This is an optimization exercise on Yosys and OpenROAD, whose aim is small area and few clock cycles, not a production implementation. Where RTL was checked, it was by simulation tests only, not by an equivalence proof against the original. Power and IR drop assume default switching activity.

JK:
==> module hdlc_rx32, before the edit <==
module hdlc_rx32 (
    input  wire        clk,
    input  wire        rst,
    input  wire        rx_valid,
    output wire        rx_ready,
    input  wire [31:0] rx_data,
    input  wire  [2:0] rx_len,
    input  wire        rx_clear,
    output wire        pl_valid,
    input  wire        pl_ready,
    output wire [31:0] pl_data,
    output wire  [2:0] pl_len,
    output wire        pl_end,
    output wire        pl_crc_ok,
    output wire        pl_abort
);
    localparam [7:0]  FLAG = 8'h7E;
    localparam [7:0]  ESC  = 8'h7D;
    reg        open_r;      
    reg        esc_r;       
    reg  [1:0] hc_r;        
    reg  [7:0] h0_r;        
    reg  [7:0] h1_r;        
    reg [15:0] crc_r;       
    reg        half_r;      
    wire        ne_r = (hc_r != 2'd0) || esc_r;
    wire [15:0] b = half_r ? rx_data[31:16] : rx_data[15:0];
    wire [7:0]  b0 = b[7:0];
    wire [7:0]  b1 = b[15:8];
    wire        in0 = 1'b1;                                   
    wire        in1 = half_r ? rx_len[2] : (rx_len[2] | rx_len[1]);
    wire        more = !half_r && (rx_len[2] | (&rx_len[1:0]));   
    wire f0 = in0 && (b0 == FLAG);
    wire f1 = in1 && (b1 == FLAG);
    wire x0 = (b0 == ESC);
    wire x1 = (b1 == ESC);
    wire end0  = f0 && open_r && ne_r;
    wire bd0   = !f0 && open_r;                   
    wire i0    = bd0 && !esc_r && x0;             
    wire v0    = bd0 && !i0;                      
    wire [7:0] u0 = b0 ^ {2'b00, esc_r, 5'b00000};
    wire o1    = f0 || open_r;                    
    wire n1    = !f0 && (ne_r || bd0);            
    wire e1    = i0;                              
    wire end1  = f1 && o1 && n1;
    wire bd1   = in1 && !f1 && o1;
    wire i1    = bd1 && !e1 && x1;
    wire v1    = bd1 && !i1;
    wire [7:0] u1 = b1 ^ {2'b00, e1, 5'b00000};
    wire has_end = end0 || end1;
    wire [7:0] b2 = rx_data[23:16];
    wire [7:0] b3 = rx_data[31:24];
    wire fast = !half_r && rx_len[2] && !rx_clear && open_r && (hc_r == 2'd2) &&
                !f0 && !f1 && (b2 != FLAG) && (b3 != FLAG);
    wire i2 = !i1 && (b2 == ESC);
    wire i3 = !i2 && (b3 == ESC);
    wire [7:0] u2 = b2 ^ {2'b00, i1, 5'b00000};
    wire [7:0] u3 = b3 ^ {2'b00, i2, 5'b00000};
    wire [2:0] fn = 3'd4 - {2'b00, i0} - {2'b00, i1} - {2'b00, i2} - {2'b00, i3};
    wire [7:0] fv0 = i0 ? u1 : u0;
    wire [7:0] fv1 = (!i0 && !i1) ? u1 : (!i2) ? u2 : u3;
    wire hin  = !f0 || end0;                      
    wire [1:0] hce = hin ? hc_r : 2'd0;
    wire       v1n = v1 && !end0;
    reg  [2:0] nemit;
    reg        tge2;
    always @(*) begin
        case ({hce, v0, v1n})
            4'b00_00:                     begin tge2 = 1'b0; nemit = 3'd0; end
            4'b00_01, 4'b00_10, 4'b01_00: begin tge2 = 1'b0; nemit = has_end ? 3'd1 : 3'd0; end
            4'b00_11, 4'b01_01, 4'b01_10, 4'b10_00: begin tge2 = 1'b1; nemit = 3'd0; end
            4'b01_11, 4'b10_01, 4'b10_10: begin tge2 = 1'b1; nemit = 3'd1; end
            4'b10_11:                     begin tge2 = 1'b1; nemit = 3'd2; end
            default:                      begin tge2 = 1'b1; nemit = 3'd0; end
        endcase
    end
    wire [7:0] slot0 = (hce == 2'd2) ? h0_r : (hce == 2'd1) ? h1_r : u0;
    assign pl_data = {fv1, fv0, h1_r, slot0};
    wire        hc2 = (hc_r == 2'd2);
    wire [15:0] cx, cp2, cf1, cf2;
    crc16_x25_byte u_x  (.crc_in(crc_r), .data(hc2 ? h0_r : h1_r), .crc_out(cx));
    crc16_x25_byte u_p2 (.crc_in(cx),    .data(h1_r), .crc_out(cp2));
    crc16_x25_byte u_f1 (.crc_in(cp2),   .data(fv0),  .crc_out(cf1));
    crc16_x25_byte u_f2 (.crc_in(cf1),   .data(fv1),  .crc_out(cf2));
    wire ok_h   = (crc_r == ~{h1_r, h0_r});
    wire ok_u   = hc2 ? (cx == ~{u0, h1_r}) : ({u0, h1_r} == 16'h0000);
    wire esc_at_end = end0 ? esc_r : e1;
    wire crc_good = ((end1 && v0) ? ok_u : ok_h) && !esc_at_end && tge2;
    reg [15:0] crc_n;
    always @(*) begin
        if (fast)
            crc_n = (fn == 3'd4) ? cf2 : (fn == 3'd3) ? cf1 : cp2;
        else if (f0 || f1)
            crc_n = 16'hFFFF;
        else
            crc_n = (nemit == 3'd2) ? cp2 : (nemit == 3'd1) ? cx : crc_r;
    end
    wire ev = rx_clear ? (open_r && ne_r) : (fast || has_end || nemit != 3'd0);
    assign pl_valid  = rx_valid && ev;
    assign pl_len    = rx_clear ? 3'd0 : fast ? fn : nemit;
    assign pl_end    = rx_clear || has_end;
    assign pl_crc_ok = !rx_clear && crc_good;
    assign pl_abort  = rx_clear;
    wire go = rx_valid && pl_ready;
    assign rx_ready = pl_ready && (rx_clear || !more || fast);
    wire o2 = f1 || o1;
    wire e2 = f1 ? 1'b0 : (bd1 ? i1 : e1);
    wire [2:0] kb = f1 ? 3'd0 :
                    f0 ? {2'b00, v1} :
                    {1'b0, hc_r} + {2'b00, v0} + {2'b00, v1};
    always @(posedge clk) begin
        if (rst) begin
            open_r <= 1'b0;
            hc_r   <= 2'd0;
            half_r <= 1'b0;
        end else if (go) begin
            if (rx_clear) begin
                open_r <= 1'b0;
                half_r <= 1'b0;
            end else begin
                open_r <= o2;
                esc_r  <= fast ? i3 : e2;
                hc_r   <= fast ? 2'd2 : (kb >= 3'd2) ? 2'd2 : kb[1:0];
                crc_r  <= crc_n;
                if (fast) begin
                    h0_r <= i3 ? (i1 ? u0 : u1) : (i2 ? u1 : u2);
                    h1_r <= i3 ? u2 : u3;
                end else if (v1) begin
                    h0_r <= v0 ? u0 : h1_r;
                    h1_r <= u1;
                end else if (v0) begin
                    h0_r <= h1_r;
                    h1_r <= u0;
                end
                half_r <= more && !fast;
            end
        end
    end
endmodule
Settings: LEC_CHECK=0, CAP_MARGIN=20, CORE_MARGIN=2, CORE_UTILIZATION=40, SLEW_MARGIN=20; clock period 5.5 ns.
standard.sh (not shown) runs the stock make flow with config.mk's settings and CLKGATE_MAP_FILE= SYNTH_SCRIPT=/design/flow/synth_recipe.tcl, a recipe that flattens the netlist after the stock synthesis.
==> flow/flow/run.sh <==
#!/bin/bash
# Layout flow: the standard flow (standard.sh, ORFS synth to finish) with
# two changes:
#  - ABC maps the logic with flow/abc_area.script (structural choices, then
#    delay mapping with area recovery) in place of ORFS's speed script,
#    which upsizes every gate; synthesis is otherwise unchanged, so the
#    registers are the standard synthesis's;
#  - the port buffers are buf_1 cells instead of the default buffer cell.
# Each step's full log stays in orfs/logs/; make's own output goes to
# flow_make.log in the work folder.
set -euo pipefail
W=$PWD
rm -rf "$W/scripts_local"
cp -r "$FLOW_HOME/scripts" "$W/scripts_local"
cp "$W/flow/abc_area.script" "$W/scripts_local/abc_speed.script"
bash "$W/standard.sh" SCRIPTS_DIR="$W/scripts_local" \
    BUFFER_PORTS_ARGS="-buffer_cell sky130_fd_sc_hd__buf_1" finish \
    > "$W/flow_make.log" 2>&1
==> flow/flow/abc_area.script <==
&get -n
&st
&dch
&nf -R 1000
&put
buffer -c
topo
stime -c
dnsize -c
JK completed end to end with timing, DRC and antenna clean.
--- input diff JK..MS ---
diff --git a/flow/design.v b/flow/design.v
--- a/flow/design.v
+++ b/flow/design.v
@@ -33,8 +33,9 @@
     output wire        pl_abort
 );
     localparam [7:0]  FLAG = 8'h7E;
     localparam [7:0]  ESC  = 8'h7D;
+    localparam [15:0] RESIDUE = 16'hF0B8;
     reg        open_r;      
     reg        esc_r;       
     reg  [1:0] hc_r;        
     reg  [7:0] h0_r;        
@@ -65,19 +66,8 @@
     wire i1    = bd1 && !e1 && x1;
     wire v1    = bd1 && !i1;
     wire [7:0] u1 = b1 ^ {2'b00, e1, 5'b00000};
     wire has_end = end0 || end1;
-    wire [7:0] b2 = rx_data[23:16];
-    wire [7:0] b3 = rx_data[31:24];
-    wire fast = !half_r && rx_len[2] && !rx_clear && open_r && (hc_r == 2'd2) &&
-                !f0 && !f1 && (b2 != FLAG) && (b3 != FLAG);
-    wire i2 = !i1 && (b2 == ESC);
-    wire i3 = !i2 && (b3 == ESC);
-    wire [7:0] u2 = b2 ^ {2'b00, i1, 5'b00000};
-    wire [7:0] u3 = b3 ^ {2'b00, i2, 5'b00000};
-    wire [2:0] fn = 3'd4 - {2'b00, i0} - {2'b00, i1} - {2'b00, i2} - {2'b00, i3};
-    wire [7:0] fv0 = i0 ? u1 : u0;
-    wire [7:0] fv1 = (!i0 && !i1) ? u1 : (!i2) ? u2 : u3;
     wire hin  = !f0 || end0;                      
     wire [1:0] hce = hin ? hc_r : 2'd0;
     wire       v1n = v1 && !end0;
     reg  [2:0] nemit;
@@ -92,36 +82,25 @@
             default:                      begin tge2 = 1'b1; nemit = 3'd0; end
         endcase
     end
     wire [7:0] slot0 = (hce == 2'd2) ? h0_r : (hce == 2'd1) ? h1_r : u0;
-    assign pl_data = {fv1, fv0, h1_r, slot0};
-    wire        hc2 = (hc_r == 2'd2);
-    wire [15:0] cx, cp2, cf1, cf2;
-    crc16_x25_byte u_x  (.crc_in(crc_r), .data(hc2 ? h0_r : h1_r), .crc_out(cx));
-    crc16_x25_byte u_p2 (.crc_in(cx),    .data(h1_r), .crc_out(cp2));
-    crc16_x25_byte u_f1 (.crc_in(cp2),   .data(fv0),  .crc_out(cf1));
-    crc16_x25_byte u_f2 (.crc_in(cf1),   .data(fv1),  .crc_out(cf2));
-    wire ok_h   = (crc_r == ~{h1_r, h0_r});
-    wire ok_u   = hc2 ? (cx == ~{u0, h1_r}) : ({u0, h1_r} == 16'h0000);
+    assign pl_data = {b, h1_r, slot0};
+    wire [15:0] cs0, cs1;
+    wire [15:0] ca0 = crc_r;
+    crc16_x25_byte u_s0 (.crc_in(ca0), .data(u0), .crc_out(cs0));
+    wire [15:0] ca1 = f0 ? 16'hFFFF : (v0 ? cs0 : ca0);
+    crc16_x25_byte u_s1 (.crc_in(ca1), .data(u1), .crc_out(cs1));
+    wire [15:0] ca2 = f1 ? 16'hFFFF : (v1 ? cs1 : ca1);
     wire esc_at_end = end0 ? esc_r : e1;
-    wire crc_good = ((end1 && v0) ? ok_u : ok_h) && !esc_at_end && tge2;
-    reg [15:0] crc_n;
-    always @(*) begin
-        if (fast)
-            crc_n = (fn == 3'd4) ? cf2 : (fn == 3'd3) ? cf1 : cp2;
-        else if (f0 || f1)
-            crc_n = 16'hFFFF;
-        else
-            crc_n = (nemit == 3'd2) ? cp2 : (nemit == 3'd1) ? cx : crc_r;
-    end
-    wire ev = rx_clear ? (open_r && ne_r) : (fast || has_end || nemit != 3'd0);
+    wire crc_good = ((end0 ? ca0 : ca1) == RESIDUE) && !esc_at_end && tge2;
+    wire ev = rx_clear ? (open_r && ne_r) : (has_end || nemit != 3'd0);
     assign pl_valid  = rx_valid && ev;
-    assign pl_len    = rx_clear ? 3'd0 : fast ? fn : nemit;
+    assign pl_len    = rx_clear ? 3'd0 : nemit;
     assign pl_end    = rx_clear || has_end;
     assign pl_crc_ok = !rx_clear && crc_good;
     assign pl_abort  = rx_clear;
     wire go = rx_valid && pl_ready;
-    assign rx_ready = pl_ready && (rx_clear || !more || fast);
+    assign rx_ready = pl_ready && (rx_clear || !more);
     wire o2 = f1 || o1;
     wire e2 = f1 ? 1'b0 : (bd1 ? i1 : e1);
     wire [2:0] kb = f1 ? 3'd0 :
                     f0 ? {2'b00, v1} :
@@ -136,22 +115,19 @@
                 open_r <= 1'b0;
                 half_r <= 1'b0;
             end else begin
                 open_r <= o2;
-                esc_r  <= fast ? i3 : e2;
-                hc_r   <= fast ? 2'd2 : (kb >= 3'd2) ? 2'd2 : kb[1:0];
-                crc_r  <= crc_n;
-                if (fast) begin
-                    h0_r <= i3 ? (i1 ? u0 : u1) : (i2 ? u1 : u2);
-                    h1_r <= i3 ? u2 : u3;
-                end else if (v1) begin
+                esc_r  <= e2;
+                hc_r   <= (kb >= 3'd2) ? 2'd2 : kb[1:0];
+                crc_r  <= ca2;
+                if (v1) begin
                     h0_r <= v0 ? u0 : h1_r;
                     h1_r <= u1;
                 end else if (v0) begin
                     h0_r <= h1_r;
                     h1_r <= u0;
                 end
-                half_r <= more && !fast;
+                half_r <= more;
             end
         end
     end
 endmodule
--- outcome ---
Looking at power density relative to cell area, MS sits about 18% lower than JK does.
The timing endpoint of the critical path comes out pl_len[1] in one run and pl_valid in the other, namely in JK and MS respectively.
Of JK and MS, the higher core utilization belongs to JK.
Met1 demand-to-capacity share in global routing: MS < JK
Compared with JK, MS shows a lower part of the total power dissipated in combinational logic.
Final worst-path cycle share down 5.3 points in MS wrt JK
Relative to JK, aggregate routed wire length decreased by 50% in MS.
Comparing the two runs side by side, MS comes out ahead of JK on setup slack.
Layout cell share with drive strength beyond 1 | MS below JK
MS vs. JK: critical path depth went down by 1, gate count after technology mapping has decreased, clock latency reported for the late side of the worst-skew pair was more or less identical, setup slack at placement increased 420 ps.
Busiest layer in global routing = met2: MS; busiest layer in global routing = met1: JK
In MS, the count of clock buffers in the final design came out 3 below the value in JK.
Testbench counts of MS, summed over its fixed seeds: cycles 49,670.
For JK, only the layout was checked, not whether the RTL still works.

-- port drivers added, routing unchanged --
No port has a modelled driver above. Below, the same layouts with a new extraction and two added sets of constraints. Step 1 (the two cells are an assumption about what drives the block):
set clk [get_ports {clk}]
set_driving_cell -lib_cell sky130_fd_sc_hd__clkbuf_16 $clk
set_driving_cell -lib_cell sky130_fd_sc_hd__buf_2 [delete_from_list [all_inputs] $clk]
Step 2 moves the port delays by t, midway between the first and last clock arrival at a register: inputs arrive t later, outputs are due t later. That takes back most of the time a late clock gives input paths. Three values: ideal ports, drivers, drivers and shift; two values: the first two.
run	t (ns)	slack for setup (ns)	clock arrival spread, ns	worst register clock-pin slew, ns
JK	0.317	0.076 / 0.057 / 0.057	0.009 / 0.009	0.06 / 0.06
MS	0.327	0.366 / 0.338 / 0.338	0.007 / 0.007	0.08 / 0.08
After both steps every run listed still meets setup and hold. The setup slack of MS, which loses most, moves by -0.028 ns with the drivers and by -0.028 ns with both steps.
